Context: an optimization exercise on an open-source flow, tuned for small area, a short achievable clock period and few clock cycles. The choices shown serve that exercise and are no tape-out recipe.
At most, simulation tests tie the RTL to the original design; equivalence was not proved.
Power and IR drop assume default switching activity.

==> job 4867: inputs <==
// crc16_walk
module crc16_walk (
    input  wire        clk,
    input  wire        rst,         
    input  wire        cmd_valid,
    input  wire [31:0] cmd,
    output wire        cmd_ready,
    output wire [31:0] rsp
);
clock: 16.0 ns
lec_check: 0
cap_margin: 20
core_margin: 2
core_utilization: 40
slew_margin: 20
standard.sh (not shown) runs the stock make flow with config.mk's settings and CLKGATE_MAP_FILE= SYNTH_SCRIPT=/design/flow/synth_recipe.tcl, a recipe that flattens the netlist after the stock synthesis.
==> flow/flow/run.sh <==
#!/bin/bash
set -euo pipefail
bash standard.sh synth > synth.log 2>&1
bash standard.sh SETUP_SLACK_MARGIN=10 MATCH_CELL_FOOTPRINT=0 \
    "BUFFER_PORTS_ARGS=-buffer_cell sky130_fd_sc_hd__buf_4" finish > layout.log 2>&1
==> job 622 (differences from job 4867) <==
==> flow/flow/run.sh (replaced) <==
#!/bin/bash
set -euo pipefail
bash standard.sh synth > synth.log 2>&1
bash standard.sh SETUP_SLACK_MARGIN=10 finish > layout.log 2>&1
==> reports/results.tsv <==
stage	metric	value	unit
setup_path	CP Depth	15	
place	placed cell count	12800	
cts	clock latency (worst-skew pair)	0.96	ns
worst_hold_path	WHS Endpoint	lastrow[3]	
grt	vias in the first global route	84000	
cells_and_area	post-route design area	150000	µm²
cells_and_area	Area Overhead vs Synth	20.4	%
place	DP Area	133000	µm²
run_status	run status	no timing/DRC/antenna violations	
routing	Routed WL per cell	37.4	µm
sta	worst-margin pin slew	1.24	ns
cells_and_area	clkbuf count	391	
[end of results for job 4867]
==> reports/results.tsv <==
stage	metric	value	unit
sta	worst-margin pin slew	1.33	ns
cells_and_area	Area Overhead vs Synth	21.4	%
routing	Routed WL per cell	38.1	µm
setup_path	CP Depth	14	
cells_and_area	post-route design area	151000	µm²
place	placed cell count	12800	
run_status	run status	no timing/DRC/antenna violations	
place	DP Area	134000	µm²
[end of results for job 622]
Function was not checked in any run of this note: the RTL went through the layout flow alone.

* * *

==> run M: inputs <==
crc16_walk, a different RTL version from the one above (not shown whole).
## crc16_walk
module crc16_walk (
    input  wire        clk,
    input  wire        rst,         
    input  wire        cmd_valid,
    input  wire [31:0] cmd,
    output wire        cmd_ready,
    output wire [31:0] rsp
);
clock: 16.0 ns
lec_check: 0
cap_margin: 20
core_margin: 2
core_utilization: 40
slew_margin: 20
==> flow/flow/run.sh <==
#!/bin/bash
# Standard synthesis, then the standard layout (standard.sh) with:
# - buf_4 as the port buffer;
# - clkbuf_8 as the clock tree buffer.
set -euo pipefail
bash standard.sh synth > synth.log 2>&1
bash standard.sh SETUP_SLACK_MARGIN=10.5 MATCH_CELL_FOOTPRINT=0 \
    "BUFFER_PORTS_ARGS=-buffer_cell sky130_fd_sc_hd__buf_4" \
    CTS_BUF_LIST=sky130_fd_sc_hd__clkbuf_8 finish > layout.log 2>&1
==> inputs of run Y, as changes to run M <==
--- a/flow/design.v
+++ b/flow/design.v
@@ -119,10 +119,24 @@
             v1     = n[0] ? {v[0], v[7:1]}    : v;
             v2     = n[1] ? {v1[1:0], v1[7:2]} : v1;
             rotr8s = n[2] ? {v2[3:0], v2[7:4]} : v2;
         end
     endfunction
+    function automatic [7:0] rotlr(input [7:0] t, input [2:0] a, input [2:0] b);
+        reg [7:0] dh;
+        integer i, k;
+        begin
+            for (k = 0; k < 8; k = k + 1) begin
+                dh[k] = 1'b0;
+                for (i = 0; i < 8; i = i + 1)
+                    dh[k] = dh[k] | ((a == i) & (b == ((i - k) & 7)));
+            end
+            rotlr = 8'd0;
+            for (k = 0; k < 8; k = k + 1)
+                rotlr = rotlr | ({8{dh[k]}} & ((t << k) | (t >> (8 - k))));
+        end
+    endfunction
     function [7:0] enc_c(input [7:0] b, input [7:0] k, input [7:0] x);
         reg [7:0] bs;
         begin
             bs    = k ^ x;
             enc_c = rotr8s(rotl8s(b ^ bs, bs[2:0]), bs[6:4]);
@@ -154,18 +168,22 @@
             next_pos = (pos == ln8 - 17'd1) ? 17'd0 : pos + 17'd1;
     endfunction
     reg [15:0] crc;
     reg [7:0]  x_or;
     reg [16:0] pos;
-    reg [16:0] ln8;
-    reg [16:0] klen;
+    reg [8:0]  ln8r;         
+    reg [6:0]  klenr;
+    wire [16:0] ln8  = {8'd0, ln8r};
+    wire [16:0] klen = {10'd0, klenr};
     reg        dir;
     reg [7:0]  rot;
     reg [3:0]  err;
-    reg [31:0] rsp_r;
+    reg [16:0] rsp_lo;       
+    wire [31:0] rsp_r = {15'd0, rsp_lo};
     reg        ldb_mode;     
-    reg [1:0]  ldb_lo;       
+    reg [1:0]  ldb_sel;      
+    reg        ldb_lo;       
     reg        pend_b, pend_k;   
     reg [7:0]  pend_a, pend_d;
     reg        busy;
     reg        rdy;          
     reg        sph;          
@@ -186,16 +204,21 @@
     reg [3:0]  side;         
     reg        wdn;          
     reg [1:0]  bsel [0:3];   
     reg [1:0]  lsel [0:3];   
     reg [7:0]  pph  [0:3];   
+    reg [7:0]  ppo  [0:1];   
     reg [7:0]  pfb  [0:3];   
     reg [7:0]  pfk  [0:3];   
     reg [7:0]  wb   [0:3];   
-    wire [7:0] ldb_byte = pph[ldb_lo];
+    reg  [7:0] ldb_byte, ldb_keep;
+    always @(*) begin
+        ldb_byte = ({8{ldb_sel[0]}} & ppo[0]) | ({8{ldb_sel[1]}} & ppo[1]);
+        ldb_keep = ppo[ldb_lo];
+    end
     assign cmd_ready = rdy;
-    assign rsp = {rsp_r[31:8], rsp_r[7:0] | ({8{ldb_mode}} & ldb_byte)};
+    assign rsp = {rsp_r[31:8], rsp_r[7:0] | ldb_byte};
     wire [5:0]  nib_sum = crc[15:12] + crc[11:8] + crc[7:4] + crc[3:0];
     wire [2:0]  iv      = nib_sum[2:0];
     wire        par     = ^crc;
     wire [7:0]  x0      = XSEED ^ crc[15:8] ^ crc[7:0];
     wire        pos_bad = (pos >= ln8);
@@ -413,28 +436,42 @@
         dx[2] = dx[1] ^ pfb[2];
         dx[3] = dx[2] ^ pfb[3];
         for (j = 0; j < 4; j = j + 1)
             dout[j] = dec_b(pfb[j], pfk[j], dx[j]);
     end
-    wire [7:0] ecA = enc_c(pfb[0], pfk[0], x_or);
-    wire [7:0] exA = x_or ^ ecA;
-    wire [7:0] ecB = enc_c(pfb[1], pfk[1], exA);
-    wire [7:0] exB = exA ^ ecB;
-    wire [15:0] crc4 = crc4x(crc, {pph[3], pph[2], pph[1], pph[0]});
+    reg  [7:0] bsA, ecA, exA, bsB, ecB, exB;
+    always @(*) begin
+        bsA = pfk[0] ^ x_or;
+        ecA = rotlr((pfb[0] ^ pfk[0]) ^ x_or, bsA[2:0], bsA[6:4]);
+        exA = x_or ^ ecA;
+        bsB = (pfk[1] ^ x_or) ^ ecA;
+        ecB = rotlr((pfb[1] ^ pfk[1] ^ x_or) ^ ecA, bsB[2:0], bsB[6:4]);
+        exB = exA ^ ecB;
+    end
+    reg  [15:0] crc4;
+    always @(*)
+        crc4 = crc4x(crc, {pph[3], pph[2], pph[1], pph[0]});
     wire enc   = (mode == M_ENC);
     wire adv   = xph & (~enc | half | one);              
     wire xlast = adv & (one | (gleft == 7'd1));          
     wire fin   = (wph & ~xph) | (xlast & (mode == M_CRC));  
     wire go_x  = sph & geo_ok;                           
     wire [7:0] x_eng = (mode == M_DEC) ? (one ? dx[0] : dx[3]) : exA;
     wire fwd_now = pend_b & (pend_a == cmd[15:8]);    
-    wire r1  = ~busy | rph | rph2 | adv;               
+    wire r1  = rph | rph2 | adv;                       
+    wire [1:0] pf_sel = {2{fwd_now}} & {cmd[8], ~cmd[8]};
+    wire       pl_hi  = cmd[9];
+    integer    oq;
+    always @(posedge clk)
+        for (oq = 0; oq < 2; oq = oq + 1)
+            ppo[oq] <= pf_sel[oq] ? pend_d : (pl_hi ? brd[oq + 2] : brd[oq]);
     integer q;
     always @(posedge clk) begin
-        if (r1)
-            for (q = 0; q < 4; q = q + 1)
-                pph[q] <= (~busy & fwd_now & (cmd[9:8] == q)) ? pend_d : brd[q];
+        for (q = 0; q < 4; q = q + 1) begin
+            if (r1)
+                pph[q] <= brd[q];
+        end
         if (rph2 | adv) begin
             for (q = 0; q < 4; q = q + 1) begin
                 pfb[q] <= pph[bsel[q]];
                 pfk[q] <= krd[bsel[q]];
             end
@@ -555,17 +592,17 @@
                                      : ((iv == 3'd0) ? ln8 - 17'd1 : {14'd0, iv} - 17'd1)) :
                    17'd0;
     end
     always @(posedge clk) begin
         if (rst)
-            ln8 <= 17'd8;
+            ln8r <= 9'd8;
         else if (wrr3 | do_rst)
-            ln8 <= o_wrr ? f_v : 17'd8;
+            ln8r <= o_wrr ? f_v[8:0] : 9'd8;
         if (rst)
-            klen <= 17'd8;
+            klenr <= 7'd8;
         else if (wrr4 | do_rst)
-            klen <= o_wrr ? f_v : 17'd8;
+            klenr <= o_wrr ? f_v[6:0] : 7'd8;
         if (rst)
             dir <= 1'b0;
         else if (wrr5 | (do_n & o_einit) | do_din | do_rst)
             dir <= o_wrr ? f_v[0] : o_einit ? par : o_dinit ? cmd[8] : 1'b0;
         if (rst)
@@ -580,22 +617,24 @@
         else if ((acc & noerr & ~ok) | do_rst)
             err <= (o_rst & ok_n) ? 4'd0 : fault;
     end
     always @(posedge clk) begin
         if (rst)
-            rsp_r <= 32'd0;
+            rsp_lo <= 17'd0;
         else if (do_rdr)
-            rsp_r <= {15'd0, reg_val};
+            rsp_lo <= reg_val;
         else if (do_rst | do_ldb)
-            rsp_r <= 32'd0;
+            rsp_lo <= 17'd0;
         else if (ldb_mode)
-            rsp_r <= {24'd0, ldb_byte};
+            rsp_lo <= {9'd0, ldb_keep};
         ldb_mode <= ~rst & do_ldb;
     end
+    integer lq;
     always @(posedge clk) begin
-        if (~busy)
-            ldb_lo <= cmd[9:8];
+        ldb_sel[0] <= ~rst & do_ldb & ~cmd[8];
+        ldb_sel[1] <= ~rst & do_ldb & cmd[8];
+        ldb_lo <= cmd[8];
         if (~busy & (o_stb | o_stk))
             {pend_a, pend_d} <= cmd[15:0];
         pend_b <= ~rst & do_stb;
         pend_k <= ~rst & do_stk;
     end
==> flow/flow/run.sh (replaced) <==
#!/bin/bash
# Standard synthesis, then the standard layout (standard.sh) with:
# - buf_4 as the port buffer;
# - a clock tree of clkbuf_8 with sinks clustered 12 at most, 60 um across.
# CORE_UTILIZATION comes from config.mk through config.mk.
set -euo pipefail
bash standard.sh synth > synth.log 2>&1
bash standard.sh SETUP_SLACK_MARGIN=11.0 MATCH_CELL_FOOTPRINT=0 \
    "BUFFER_PORTS_ARGS=-buffer_cell sky130_fd_sc_hd__buf_4" \
    CTS_BUF_LIST=sky130_fd_sc_hd__clkbuf_8 CTS_CLUSTER_SIZE=12 CTS_CLUSTER_DIAMETER=60 \
    finish > layout.log 2>&1
Settings changed: CORE_UTILIZATION 40 to 45.
==> qor summary <==
CLK BUF: run M 496; run Y 315
Final period util: run M 37.5%; run Y 34.1%
Worst Path Class, Setup: run M reg2out; run Y in2reg
Post-CTS resize count: run M 134; run Y 765
Post-CTS clock slew at the launch and capture registers of the worst setup and hold paths: run M 0.06 ns; run Y 0.08 ns
Number of global-route vias before repair: run M 87200; run Y 87500
Power density over cell area: run M 113 nW/um^2; run Y 95.1 nW/um^2
Mapped Cells: run M 9210; run Y 9168
Routed met2 length: run M 237 mm; run Y 242 mm
Die Outline Area: run M 322000 sq um; run Y 287000 sq um
Power Internal: run M 12300 uW; run Y 10800 uW
Worst path buffer plus inverter count: run M 2; run Y 4
Placed cell count: run M 13500; run Y 13000
Cells on worst reg2reg path: run M 14; run Y 15
F_max: run M 167 MHz; run Y 183 MHz
Proportion of layout cells with a drive suffix above 1: run M 17.3%; run Y 24.7%
Part of the power in combinational logic: run M 9.2%; run Y 8.8%
Number of design-rule violations left by the first detailed-router iteration: run M 15600; run Y 14700
Dpl cell area: run M 135000 sq um; run Y 135000 sq um
Area added between synthesis and finish: run M 15.7%; run Y 19.5%
Portion of the post-synthesis area used by sequential elements: run M 68.8%; run Y 68.7%
Status: run M no timing/DRC/antenna violations; run Y no timing/DRC/antenna violations
Reg2reg start: run M pfk[0][4]; run Y busy
Top-area cell type share of the netlist area: run M 66.2%; run Y 66.2%
Endpoint of the worst register-to-register path: run M wb[1][4]; run Y ppo[1][0]
Testbench counts of run M, summed over its fixed seeds: cycles 28,994.
Testbench counts of run Y, summed over its fixed seeds: cycles 28,994.

* * *

==> try-lagoon: inputs <==
crc16_walk, a different RTL version from the one above (not shown whole).
clock: 16.0 ns
lec_check: 0
cap_margin: 20
core_margin: 2
core_utilization: 40
slew_margin: 20
==> flow/flow/run.sh <==
#!/bin/bash
# Standard synthesis, then the standard layout (standard.sh) with:
# - buf_4 as the port buffer;
# - clkbuf_8 as the clock tree buffer.
set -euo pipefail
bash standard.sh synth > synth.log 2>&1
bash standard.sh SETUP_SLACK_MARGIN=10.5 MATCH_CELL_FOOTPRINT=0 \
    "BUFFER_PORTS_ARGS=-buffer_cell sky130_fd_sc_hd__buf_4" \
    CTS_BUF_LIST=sky130_fd_sc_hd__clkbuf_8 finish > layout.log 2>&1
==> inputs of try-xenon, as changes to try-lagoon <==
--- a/flow/design.v
+++ b/flow/design.v
@@ -178,11 +178,12 @@
     reg [7:0]  rot;
     reg [3:0]  err;
     reg [16:0] rsp_lo;       
     wire [31:0] rsp_r = {15'd0, rsp_lo};
     reg        ldb_mode;     
-    reg [3:0]  ldb_sel;      
+    reg [1:0]  ldb_sel;      
+    reg        ldb_lo;       
     reg        pend_b, pend_k;   
     reg [7:0]  pend_a, pend_d;
     reg        busy;
     reg        rdy;          
     reg        sph;          
@@ -203,18 +204,19 @@
     reg [3:0]  side;         
     reg        wdn;          
     reg [1:0]  bsel [0:3];   
     reg [1:0]  lsel [0:3];   
     reg [7:0]  pph  [0:3];   
-    reg [7:0]  ppo  [0:3];   
+    reg [7:0]  ppo  [0:1];   
     reg [7:0]  pfb  [0:3];   
     reg [7:0]  pfk  [0:3];   
     reg [7:0]  wb   [0:3];   
-    reg  [7:0] ldb_byte;
-    always @(*)
-        ldb_byte = ({8{ldb_sel[0]}} & ppo[0]) | ({8{ldb_sel[1]}} & ppo[1]) |
-                   ({8{ldb_sel[2]}} & ppo[2]) | ({8{ldb_sel[3]}} & ppo[3]);
+    reg  [7:0] ldb_byte, ldb_keep;
+    always @(*) begin
+        ldb_byte = ({8{ldb_sel[0]}} & ppo[0]) | ({8{ldb_sel[1]}} & ppo[1]);
+        ldb_keep = ppo[ldb_lo];
+    end
     assign cmd_ready = rdy;
     assign rsp = {rsp_r[31:8], rsp_r[7:0] | ldb_byte};
     wire [5:0]  nib_sum = crc[15:12] + crc[11:8] + crc[7:4] + crc[3:0];
     wire [2:0]  iv      = nib_sum[2:0];
     wire        par     = ^crc;
@@ -453,17 +455,22 @@
     wire xlast = adv & (one | (gleft == 7'd1));          
     wire fin   = (wph & ~xph) | (xlast & (mode == M_CRC));  
     wire go_x  = sph & geo_ok;                           
     wire [7:0] x_eng = (mode == M_DEC) ? (one ? dx[0] : dx[3]) : exA;
     wire fwd_now = pend_b & (pend_a == cmd[15:8]);    
-    wire r1  = ~busy | rph | rph2 | adv;               
+    wire r1  = rph | rph2 | adv;                       
+    wire [1:0] pf_sel = {2{fwd_now}} & {cmd[8], ~cmd[8]};
+    wire       pl_hi  = cmd[9];
+    integer    oq;
+    always @(posedge clk)
+        for (oq = 0; oq < 2; oq = oq + 1)
+            ppo[oq] <= pf_sel[oq] ? pend_d : (pl_hi ? brd[oq + 2] : brd[oq]);
     integer q;
     always @(posedge clk) begin
         for (q = 0; q < 4; q = q + 1) begin
             if (r1)
-                pph[q] <= (~busy & fwd_now & (cmd[9:8] == q)) ? pend_d : brd[q];
-            ppo[q] <= (fwd_now & (cmd[9:8] == q)) ? pend_d : brd[q];
+                pph[q] <= brd[q];
         end
         if (rph2 | adv) begin
             for (q = 0; q < 4; q = q + 1) begin
                 pfb[q] <= pph[bsel[q]];
                 pfk[q] <= krd[bsel[q]];
@@ -616,17 +623,18 @@
         else if (do_rdr)
             rsp_lo <= reg_val;
         else if (do_rst | do_ldb)
             rsp_lo <= 17'd0;
         else if (ldb_mode)
-            rsp_lo <= {9'd0, ldb_byte};
+            rsp_lo <= {9'd0, ldb_keep};
         ldb_mode <= ~rst & do_ldb;
     end
     integer lq;
     always @(posedge clk) begin
-        for (lq = 0; lq < 4; lq = lq + 1)
-            ldb_sel[lq] <= ~rst & do_ldb & (cmd[9:8] == lq);
+        ldb_sel[0] <= ~rst & do_ldb & ~cmd[8];
+        ldb_sel[1] <= ~rst & do_ldb & cmd[8];
+        ldb_lo <= cmd[8];
         if (~busy & (o_stb | o_stk))
             {pend_a, pend_d} <= cmd[15:0];
         pend_b <= ~rst & do_stb;
         pend_k <= ~rst & do_stk;
     end
==> flow/flow/run.sh (replaced) <==
#!/bin/bash
# Standard synthesis, then the standard layout (standard.sh) with:
# - buf_4 as the port buffer;
# - a clock tree of clkbuf_8 with sinks clustered 12 at most, 60 um across.
# CORE_UTILIZATION comes from config.mk through config.mk.
set -euo pipefail
bash standard.sh synth > synth.log 2>&1
bash standard.sh SETUP_SLACK_MARGIN=10.65 MATCH_CELL_FOOTPRINT=0 \
    "BUFFER_PORTS_ARGS=-buffer_cell sky130_fd_sc_hd__buf_4" \
    CTS_BUF_LIST=sky130_fd_sc_hd__clkbuf_8 CTS_CLUSTER_SIZE=12 CTS_CLUSTER_DIAMETER=60 \
    finish > layout.log 2>&1
- CORE_UTILIZATION: 40 -> 48
==> inputs of try-fjord, as changes to try-lagoon <==
--- a/flow/design.v
+++ b/flow/design.v
@@ -168,19 +168,16 @@
             next_pos = (pos == ln8 - 17'd1) ? 17'd0 : pos + 17'd1;
     endfunction
     reg [15:0] crc;
     reg [7:0]  x_or;
     reg [16:0] pos;
-    reg [8:0]  ln8r;         
-    reg [6:0]  klenr;
-    wire [16:0] ln8  = {8'd0, ln8r};
-    wire [16:0] klen = {10'd0, klenr};
+    reg [16:0] ln8;
+    reg [16:0] klen;
     reg        dir;
     reg [7:0]  rot;
     reg [3:0]  err;
-    reg [16:0] rsp_lo;       
-    wire [31:0] rsp_r = {15'd0, rsp_lo};
+    reg [31:0] rsp_r;
     reg        ldb_mode;     
     reg [3:0]  ldb_sel;      
     reg        pend_b, pend_k;   
     reg [7:0]  pend_a, pend_d;
     reg        busy;
@@ -203,18 +200,17 @@
     reg [3:0]  side;         
     reg        wdn;          
     reg [1:0]  bsel [0:3];   
     reg [1:0]  lsel [0:3];   
     reg [7:0]  pph  [0:3];   
-    reg [7:0]  ppo  [0:3];   
     reg [7:0]  pfb  [0:3];   
     reg [7:0]  pfk  [0:3];   
     reg [7:0]  wb   [0:3];   
     reg  [7:0] ldb_byte;
     always @(*)
-        ldb_byte = ({8{ldb_sel[0]}} & ppo[0]) | ({8{ldb_sel[1]}} & ppo[1]) |
-                   ({8{ldb_sel[2]}} & ppo[2]) | ({8{ldb_sel[3]}} & ppo[3]);
+        ldb_byte = ({8{ldb_sel[0]}} & pph[0]) | ({8{ldb_sel[1]}} & pph[1]) |
+                   ({8{ldb_sel[2]}} & pph[2]) | ({8{ldb_sel[3]}} & pph[3]);
     assign cmd_ready = rdy;
     assign rsp = {rsp_r[31:8], rsp_r[7:0] | ldb_byte};
     wire [5:0]  nib_sum = crc[15:12] + crc[11:8] + crc[7:4] + crc[3:0];
     wire [2:0]  iv      = nib_sum[2:0];
     wire        par     = ^crc;
@@ -456,15 +452,13 @@
     wire [7:0] x_eng = (mode == M_DEC) ? (one ? dx[0] : dx[3]) : exA;
     wire fwd_now = pend_b & (pend_a == cmd[15:8]);    
     wire r1  = ~busy | rph | rph2 | adv;               
     integer q;
     always @(posedge clk) begin
-        for (q = 0; q < 4; q = q + 1) begin
-            if (r1)
+        if (r1)
+            for (q = 0; q < 4; q = q + 1)
                 pph[q] <= (~busy & fwd_now & (cmd[9:8] == q)) ? pend_d : brd[q];
-            ppo[q] <= (fwd_now & (cmd[9:8] == q)) ? pend_d : brd[q];
-        end
         if (rph2 | adv) begin
             for (q = 0; q < 4; q = q + 1) begin
                 pfb[q] <= pph[bsel[q]];
                 pfk[q] <= krd[bsel[q]];
             end
@@ -585,17 +579,17 @@
                                      : ((iv == 3'd0) ? ln8 - 17'd1 : {14'd0, iv} - 17'd1)) :
                    17'd0;
     end
     always @(posedge clk) begin
         if (rst)
-            ln8r <= 9'd8;
+            ln8 <= 17'd8;
         else if (wrr3 | do_rst)
-            ln8r <= o_wrr ? f_v[8:0] : 9'd8;
+            ln8 <= o_wrr ? f_v : 17'd8;
         if (rst)
-            klenr <= 7'd8;
+            klen <= 17'd8;
         else if (wrr4 | do_rst)
-            klenr <= o_wrr ? f_v[6:0] : 7'd8;
+            klen <= o_wrr ? f_v : 17'd8;
         if (rst)
             dir <= 1'b0;
         else if (wrr5 | (do_n & o_einit) | do_din | do_rst)
             dir <= o_wrr ? f_v[0] : o_einit ? par : o_dinit ? cmd[8] : 1'b0;
         if (rst)
@@ -610,17 +604,17 @@
         else if ((acc & noerr & ~ok) | do_rst)
             err <= (o_rst & ok_n) ? 4'd0 : fault;
     end
     always @(posedge clk) begin
         if (rst)
-            rsp_lo <= 17'd0;
+            rsp_r <= 32'd0;
         else if (do_rdr)
-            rsp_lo <= reg_val;
+            rsp_r <= {15'd0, reg_val};
         else if (do_rst | do_ldb)
-            rsp_lo <= 17'd0;
+            rsp_r <= 32'd0;
         else if (ldb_mode)
-            rsp_lo <= {9'd0, ldb_byte};
+            rsp_r <= {24'd0, ldb_byte};
         ldb_mode <= ~rst & do_ldb;
     end
     integer lq;
     always @(posedge clk) begin
         for (lq = 0; lq < 4; lq = lq + 1)
==> flow/flow/run.sh (replaced) <==
#!/bin/bash
# Standard synthesis, then the standard layout (standard.sh) with:
# - buf_4 as the port buffer;
# - clkbuf_8 as the clock tree buffer.
set -euo pipefail
bash standard.sh synth > synth.log 2>&1
bash standard.sh SETUP_SLACK_MARGIN=10.4 MATCH_CELL_FOOTPRINT=0 \
    "BUFFER_PORTS_ARGS=-buffer_cell sky130_fd_sc_hd__buf_4" \
    CTS_BUF_LIST=sky130_fd_sc_hd__clkbuf_8 finish > layout.log 2>&1
==> run notes <==
| quantity | try-lagoon | try-xenon | try-fjord |
|---|---|---|---|
| Clock network area share | 0.0604 | 0.0355 | 0.0623 |
| Placed Instances | 13700 | 12800 | 13500 |
| Average footprint of a synthesized cell | 13.7 sq um | 13.9 sq um | 13.7 sq um |
| Outcome | finished clean | finished clean | finished clean |
| Multi-input combinational cell area | 41200 sq um | 41400 sq um | 40200 sq um |
| Routed wirelength normalized by instance count | 36.4 um | 39.6 um | 36.9 um |
| Number of cells in the finished layout apart from fillers | 14600 | 13400 | 14500 |
| Comb_multi_in | 5915 | 5731 | 5884 |
| Start of the worst register-to-register path | x_or[2] | x_or[5] | x_or[6] |
| Mux share of post-synthesis cell area | 0.0383 | 0.0367 | 0.0374 |
| Area of the placeable core | 318000 sq um | 263000 sq um | 318000 sq um |
| Worst-path maximum fanout | 8 | 16 | 2 |
| Worst setup path start | ldb_sel[0] | cmd[12] | pph[0][3] |
| Weighted congestion at the end of routability-driven global placement | 1.03 | 1.03 | 1.02 |
| Critical path buffer and inverter count | 1 | 4 | 1 |
| Final Cycle Share | 0.358 | 0.350 | 0.368 |
| Total Routing Usage GR | 0.317 | 0.383 | 0.322 |
| Number of vias after detailed routing | 95100 | 93000 | 94100 |
| Iter 0 DRT Violations | 15900 | 15000 | 14600 |
| Post-Synth XOR/XNOR Area | 0.0311 | 0.0322 | 0.0336 |
| Post-synth cell types | 83 | 105 | 97 |
Testbench counts of try-lagoon, summed over its fixed seeds: cycles 28,994.
Testbench counts of try-xenon, summed over its fixed seeds: cycles 28,994.
No functional check of the RTL was part of try-fjord.

==> re-timing with driven ports <==
In the flow no input, the clock included, has a driving cell. The finished layouts below were timed again as built, in two steps.
Step 1 assumes that a clkbuf_16 drives the clock port and a buf_2 every other input.
Step 2 also shifts input and output timing later by t, the mid clock arrival at the registers, as if the neighbouring blocks saw the same clock.
Three values: ideal, step 1, step 2; two values: the first two.
run	shift t [ns]	slack for setup (ns)	worst setup path after step 2	worst register clock-pin slew, ns	worst data-port slew with drivers (ns)
job 4867	1.020	9.724 / 9.674 / 8.654	input to register	0.07 / 0.07	0.32
job 622	1.044	9.589 / 9.623 / 8.579	input to register	0.07 / 0.07	0.17
run M	1.225	10.006 / 9.910 / 9.279	input to register	0.08 / 0.08	0.16
run Y	1.157	10.546 / 10.526 / 9.369	input to register	0.10 / 0.10	0.15
try-lagoon	1.262	10.272 / 10.174 / 9.078	input to register	0.07 / 0.07	0.33
try-xenon	1.113	10.401 / 10.278 / 9.165	input to register	0.10 / 0.10	0.28
try-fjord	1.232	10.116 / 10.013 / 9.051	input to register	0.07 / 0.07	0.11
After both steps every run listed still meets setup and hold. For try-xenon, which loses most, drivers alone change the setup slack by -0.123 ns; drivers and shift together by -1.236 ns.
